Context: an optimization exercise on an open-source flow, tuned for small area, a short achievable clock period and few clock cycles per item. The choices shown serve that exercise and are no tape-out recipe. Only simulation tests tie the RTL to the original design; equivalence was not proved. No activity file was given, so power comes from the tool's default toggle rates.

== build 18 ==
// rdm_responder
module rdm_responder (
    input  wire        clk,
    input  wire        rst,            
    input  wire [47:0] own_uid,        
    input  wire        rx_valid,
    input  wire [7:0]  rx_data,
    input  wire        rx_last,
    output reg         rx_ready,
    output reg         tx_valid,
    output reg  [7:0]  tx_data,
    output reg         tx_last,
    output reg         tx_break,
    input  wire        tx_ready,
    output reg         mute_line,
    output reg         mute_evt,
    output reg         identify_line,
    output reg         identify_evt
);
    function [5:0] inc6(input [5:0] a);
        inc6 = a ^ {&a[4:0], &a[3:0], &a[2:0], &a[1:0], a[0], 1'b1};
    endfunction
    function [5:0] dec6(input [5:0] a);
        dec6 = a ^ {~|a[4:0], ~|a[3:0], ~|a[2:0], ~|a[1:0], ~a[0], 1'b1};
    endfunction
    function [7:0] inc8(input [7:0] a);
        inc8 = a ^ {&a[6:0], &a[5:0], &a[4:0], &a[3:0], &a[2:0], &a[1:0], a[0], 1'b1};
    endfunction
    function cy8(input [7:0] a, input [7:0] b);
        reg [7:0] g, t;
        begin
            g = a & b;
            t = a | b;
            cy8 = g[7] | (t[7] & (g[6] | (t[6] & (g[5] | (t[5] & (g[4] |
                  (t[4] & (g[3] | (t[3] & (g[2] | (t[2] & (g[1] | (t[1] & g[0])))))))))))));
        end
    endfunction
    function ge8c(input [7:0] a, input [7:0] k);      
        integer i;
        reg r, e;
        begin
            r = 1'b0; e = 1'b1;
            for (i = 7; i >= 0; i = i - 1) begin
                if (!k[i]) r = r | (e & a[i]);
                e = e & ~(a[i] ^ k[i]);
            end
            ge8c = r | e;
        end
    endfunction
    function inr8(input [7:0] a, input [7:0] lo, input [7:0] hi);    
        inr8 = ge8c(a, lo) & ~ge8c(a, hi + 8'd1);
    endfunction
    localparam [2:0] PD_TWO = 3'd0, PD_SUPP = 3'd1, PD_DEVINFO = 3'd2,
                     PD_MODEL = 3'd3, PD_MFR = 3'd4, PD_SWVER = 3'd5,
                     PD_LABEL = 3'd6, PD_IDENT = 3'd7;
    reg  [4:0]  ph;
    reg         m_v, m_l, s_l;
    reg  [7:0]  m_d, s_d;
    wire        hs = rx_valid & ~s_full;
    reg  [7:0]  pos;           
    reg  [15:0] sum;           
    reg  [7:0]  ml;            
    reg         hok, uni, all_, vend, pdlok, cshf, cshok, bad;
    reg         pdl0, pdl1, pdl12, pdlle32, idnz;
  ...
export LEC_CHECK = 0
export CAP_MARGIN = 20
export CORE_MARGIN = 2
export CORE_UTILIZATION = 70
export CTS_CLUSTER_DIAMETER = 70
export CTS_CLUSTER_SIZE = 26
export PLACE_DENSITY = 0.85
export SLEW_MARGIN = 20
create_clock -name core_clock -period 10.0 [get_ports {clk}]
standard.sh (not shown) runs the stock make flow with config.mk's settings and CLKGATE_MAP_FILE= SYNTH_SCRIPT=/design/flow/synth_recipe.tcl, a recipe that flattens the netlist after the stock synthesis.
==> flow/flow/run.sh <==
#!/bin/bash
# Standard layout (the standard.sh, unchanged), with timing repair asked
# for SETUP_SLACK_MARGIN ns of extra setup slack at the design's own clock,
# the port buffers made with the plain buf_1 cell, and no dummy loads in CTS.
set -euo pipefail
cd "$(dirname "$0")/.."
export SETUP_SLACK_MARGIN=6.95
export BUFFER_PORTS_ARGS="-buffer_cell sky130_fd_sc_hd__buf_1"
export CTS_ARGS="-sink_clustering_enable -repair_clock_nets -sink_clustering_size 26 -sink_clustering_max_diameter 70 -dont_use_dummy_load"
bash standard.sh finish > flow_make.log 2>&1
Build 18 completed every stage of the flow, and the final layout passed the timing, design-rule and antenna checks.
Testbench counts of build 18, summed over its fixed seeds: cycles 39,462, requests 1,280.
--- input diff build 18..build 92 ---
Settings: CTS_CLUSTER_DIAMETER: 70 -> 60; CTS_CLUSTER_SIZE: 26 -> 36; PLACE_DENSITY: 0.85 -> 0.75; CORE_UTILIZATION: 70 -> 60.
==> flow/flow/run.sh <==
#!/bin/bash
# Standard layout (the standard.sh, unchanged), with timing repair asked
# for SETUP_SLACK_MARGIN ns of extra setup slack at the design's own clock,
# and the port buffers made with the plain buf_1 cell.
set -euo pipefail
cd "$(dirname "$0")/.."
export SETUP_SLACK_MARGIN=7.0
export BUFFER_PORTS_ARGS="-buffer_cell sky130_fd_sc_hd__buf_1"
bash standard.sh finish > flow_make.log 2>&1
--- outcome ---
- Row core area: build 92 higher / build 18 lower
- Clock share of power ended up 7.0 points higher on build 92 than on build 18.
- Looking at instance area at placement, build 92 sits 0.36% above build 18.
- Total power consumption of the routed design went up by more than 10% going from build 18 to build 92.
- In the tables for build 92 and build 18, sequential share of layout area reads higher with build 18.
What build 47 does differently from build 92 at the input level:
Settings: a change of CTS_CLUSTER_DIAMETER from 60 to 80; a change of CTS_CLUSTER_SIZE from 36 to 30; a change of CORE_UTILIZATION from 60 to 70; a change of PLACE_DENSITY from 0.75 to 0.85.
diff --git a/flow/flow/run.sh b/flow/flow/run.sh
--- a/flow/flow/run.sh
+++ b/flow/flow/run.sh
@@ -5,5 +5,5 @@
 set -euo pipefail
 cd "$(dirname "$0")/.."
-export SETUP_SLACK_MARGIN=7.0
+export SETUP_SLACK_MARGIN=6.95
 export BUFFER_PORTS_ARGS="-buffer_cell sky130_fd_sc_hd__buf_1"
 bash standard.sh finish > flow_make.log 2>&1
==> summary.txt <==
Global-route usage for build 47: 5.3 points up relative to build 92. Comparing portion of the layout cell area used by clock cells for build 47 and build 92, the smaller number came from build 47. Note that the die area recorded for build 92 amounts to 1.16 times the value seen in build 47. In the flow results for build 47 and build 92, the final cell count is smaller on build 47. Total wirelength of the detailed-routed design was higher in the run labelled build 47. In build 47, the cell area came out about 3.3% below the value in build 92. Across both runs, tap cell count was lower for build 47 than for build 92. Build 47 against build 92: global-route wire length before repair +3900 um; met2 capacity usage during global routing rose 9.6 points; clock latency on the worst-skew pair went down 40 ps. In the reports for build 47 and build 92, the larger overall power belongs to build 92.
[inputs] build 75 vs build 47
Settings: CORE_UTILIZATION: 70 -> 60; PLACE_DENSITY: 0.85 -> 0.75.
diff --git a/flow/flow/run.sh b/flow/flow/run.sh
--- a/flow/flow/run.sh
+++ b/flow/flow/run.sh
@@ -5,5 +5,5 @@
 set -euo pipefail
 cd "$(dirname "$0")/.."
-export SETUP_SLACK_MARGIN=6.95
+export SETUP_SLACK_MARGIN=7.0
 export BUFFER_PORTS_ARGS="-buffer_cell sky130_fd_sc_hd__buf_1"
 bash standard.sh finish > flow_make.log 2>&1
==> comparison <==
- NOTE detailed router's first-iteration violation count build 47->build 75 decreased by more than 10%
- Diff build 47 -> build 75: peak per-stage delay on the critical path comparable, number of filler cells placed in the layout now larger, register-to-register slack now larger, worst hold slack comparable, global router's overall resource usage now smaller.
- Reported leakage power for build 75 is higher than for build 47.
- The cell area after layout of build 75 exceeds that of build 47 by about 1.5%.
- Build 75 ended up with identify_line as its endpoint of the most critical setup path; build 47 ended up with mute_line.
- Looking at clock-buffer cell count across build 47 and build 75, the one that comes out higher is build 75.
- Part of the power in combinational logic ended up 0.2 points lower on build 75 than on build 47.
- Build 47 ended up with fewer cell instances than build 75 did.
The inputs of build 53 differ from those of build 75 as listed below.
Settings: CORE_UTILIZATION now 70, was 60; PLACE_DENSITY now 0.85, was 0.75.
Results
- Build 75 has a higher initial antenna violation count than build 53.
- Looking only at worst hold slack across all endpoints, and setting everything else aside, the lower value of build 75 and build 53 goes to build 75.
- Y dimension of the die: build 53 < build 75
### build 53 -> build 76
Settings: ABC_AREA: unset -> 1.
### Flow results
Relative to build 53, number of detailed-route iterations in the first pass increased by 1 in build 76. Comparing the two runs side by side, build 76 comes out behind build 53 on pre-CTS setup slack. Build 76 vs build 53 — period utilization rose 1.6 points. Headroom to the max-slew limit, build 53 and build 76, lower one = build 53. Comparing build 76 against build 53, there is no change at all in sequential cell count. Result for build 53 and build 76: all clean. In the reports for build 53 and build 76, the larger part of the total power dissipated in the clock network belongs to build 76. Summary — met3 wire length, build 76 relative to build 53: higher, by about 28%. Compared to build 53, build 76 has total power about 5.5% higher.

========
== MS ==
Starting RTL as in the previous note.
==> flow/config.mk <==
export PLATFORM = sky130hd
export DESIGN_NAME = rdm_responder
export DESIGN_NICKNAME = rdm_responder
export VERILOG_FILES = /design/flow/design.v
export SDC_FILE = /design/flow/constraint.sdc
export NUM_CORES = 4
export LEC_CHECK = 0
export CAP_MARGIN = 20
export CORE_MARGIN = 2
export CORE_UTILIZATION = 70
export CTS_CLUSTER_DIAMETER = 80
export CTS_CLUSTER_SIZE = 30
export PLACE_DENSITY = 0.85
export SLEW_MARGIN = 20
==> flow/constraint.sdc <==
create_clock -name core_clock -period 10.0 [get_ports {clk}]
set_input_delay 2.0000 -clock core_clock [delete_from_list [all_inputs] [get_ports {clk}]]
set_output_delay 2.0000 -clock core_clock [all_outputs]
set_load 0.01 [all_outputs]
==> flow/flow/run.sh <==
#!/bin/bash
# Standard layout (the standard.sh, unchanged), with timing repair asked
# for SETUP_SLACK_MARGIN ns of extra setup slack at the design's own clock,
# the port buffers made with the plain buf_1 cell, and no dummy loads in CTS.
set -euo pipefail
cd "$(dirname "$0")/.."
export SETUP_SLACK_MARGIN=6.95
export BUFFER_PORTS_ARGS="-buffer_cell sky130_fd_sc_hd__buf_1"
export CTS_ARGS="-sink_clustering_enable -repair_clock_nets -sink_clustering_size 30 -sink_clustering_max_diameter 80 -dont_use_dummy_load"
bash standard.sh finish > flow_make.log 2>&1
No stage failed in MS, and the final checks on the layout all came back clean.
Testbench counts of MS, summed over its fixed seeds: cycles 39,462, requests 1,280.
The inputs of AL differ from those of MS as listed below.
- changing PLACE_DENSITY from 0.85 to 0.75
- changing CORE_UTILIZATION from 70 to 60
- changing CTS_CLUSTER_DIAMETER from 80 to 100
- changing CTS_CLUSTER_SIZE from 30 to 24
--- a/flow/flow/run.sh
+++ b/flow/flow/run.sh
@@ -4 +4 @@
-# the port buffers made with the plain buf_1 cell, and no dummy loads in CTS.
+# and the port buffers made with the plain buf_1 cell.
@@ -7 +7 @@
-export SETUP_SLACK_MARGIN=6.95
+export SETUP_SLACK_MARGIN=7.0
@@ -9 +8,0 @@
-export CTS_ARGS="-sink_clustering_enable -repair_clock_nets -sink_clustering_size 30 -sink_clustering_max_diameter 80 -dont_use_dummy_load"
Findings:
Net switching power figure was lower in the run labelled MS.
dfxtp_4 as the cell at the slowest stage of the critical path was reported by MS, and o22ai_1 by AL.
[AL] non-clock buffer count rose 1 relative to MS
Summary — critical path depth, AL relative to MS: higher, by 10.
Of MS and AL, the run reporting the higher fraction of area in registers was MS.
Compared with MS, AL shows a higher worst hold margin.

==> afterwards: timing with drivers on the ports <==
No port has a modelled driver above. Below, the same layouts with a new extraction and two added sets of constraints.
Step 1 assumes that a clkbuf_16 drives the clock port and a buf_2 every other input.
Step 2 moves the port delays by t, midway between the first and last clock arrival at a register: inputs arrive t later, outputs are due t later. That takes back most of the time a late clock gives input paths.
a / b / c = ideal / step 1 / step 2; a / b = the first two.
run	t (ns)	setup WS [ns]	slew at the worst register clock pin (ns)
build 18	0.618	6.906 / 6.846 / 6.568	0.11 / 0.11
build 92	0.659	6.895 / 6.838 / 6.644	0.12 / 0.12
build 47	0.635	6.916 / 6.857 / 6.571	0.11 / 0.11
build 75	0.642	6.930 / 6.873 / 6.668	0.11 / 0.11
build 53	0.633	6.914 / 6.856 / 6.571	0.11 / 0.11
build 76	0.665	6.758 / 6.758 / 6.758	0.12 / 0.12
MS	0.619	6.919 / 6.860 / 6.581	0.11 / 0.11
AL	0.641	6.912 / 6.876 / 6.502	0.10 / 0.10
After both steps setup and hold are still met in every run listed. The setup slack of AL, which loses most, moves by -0.036 ns with the drivers and by -0.410 ns with both steps.
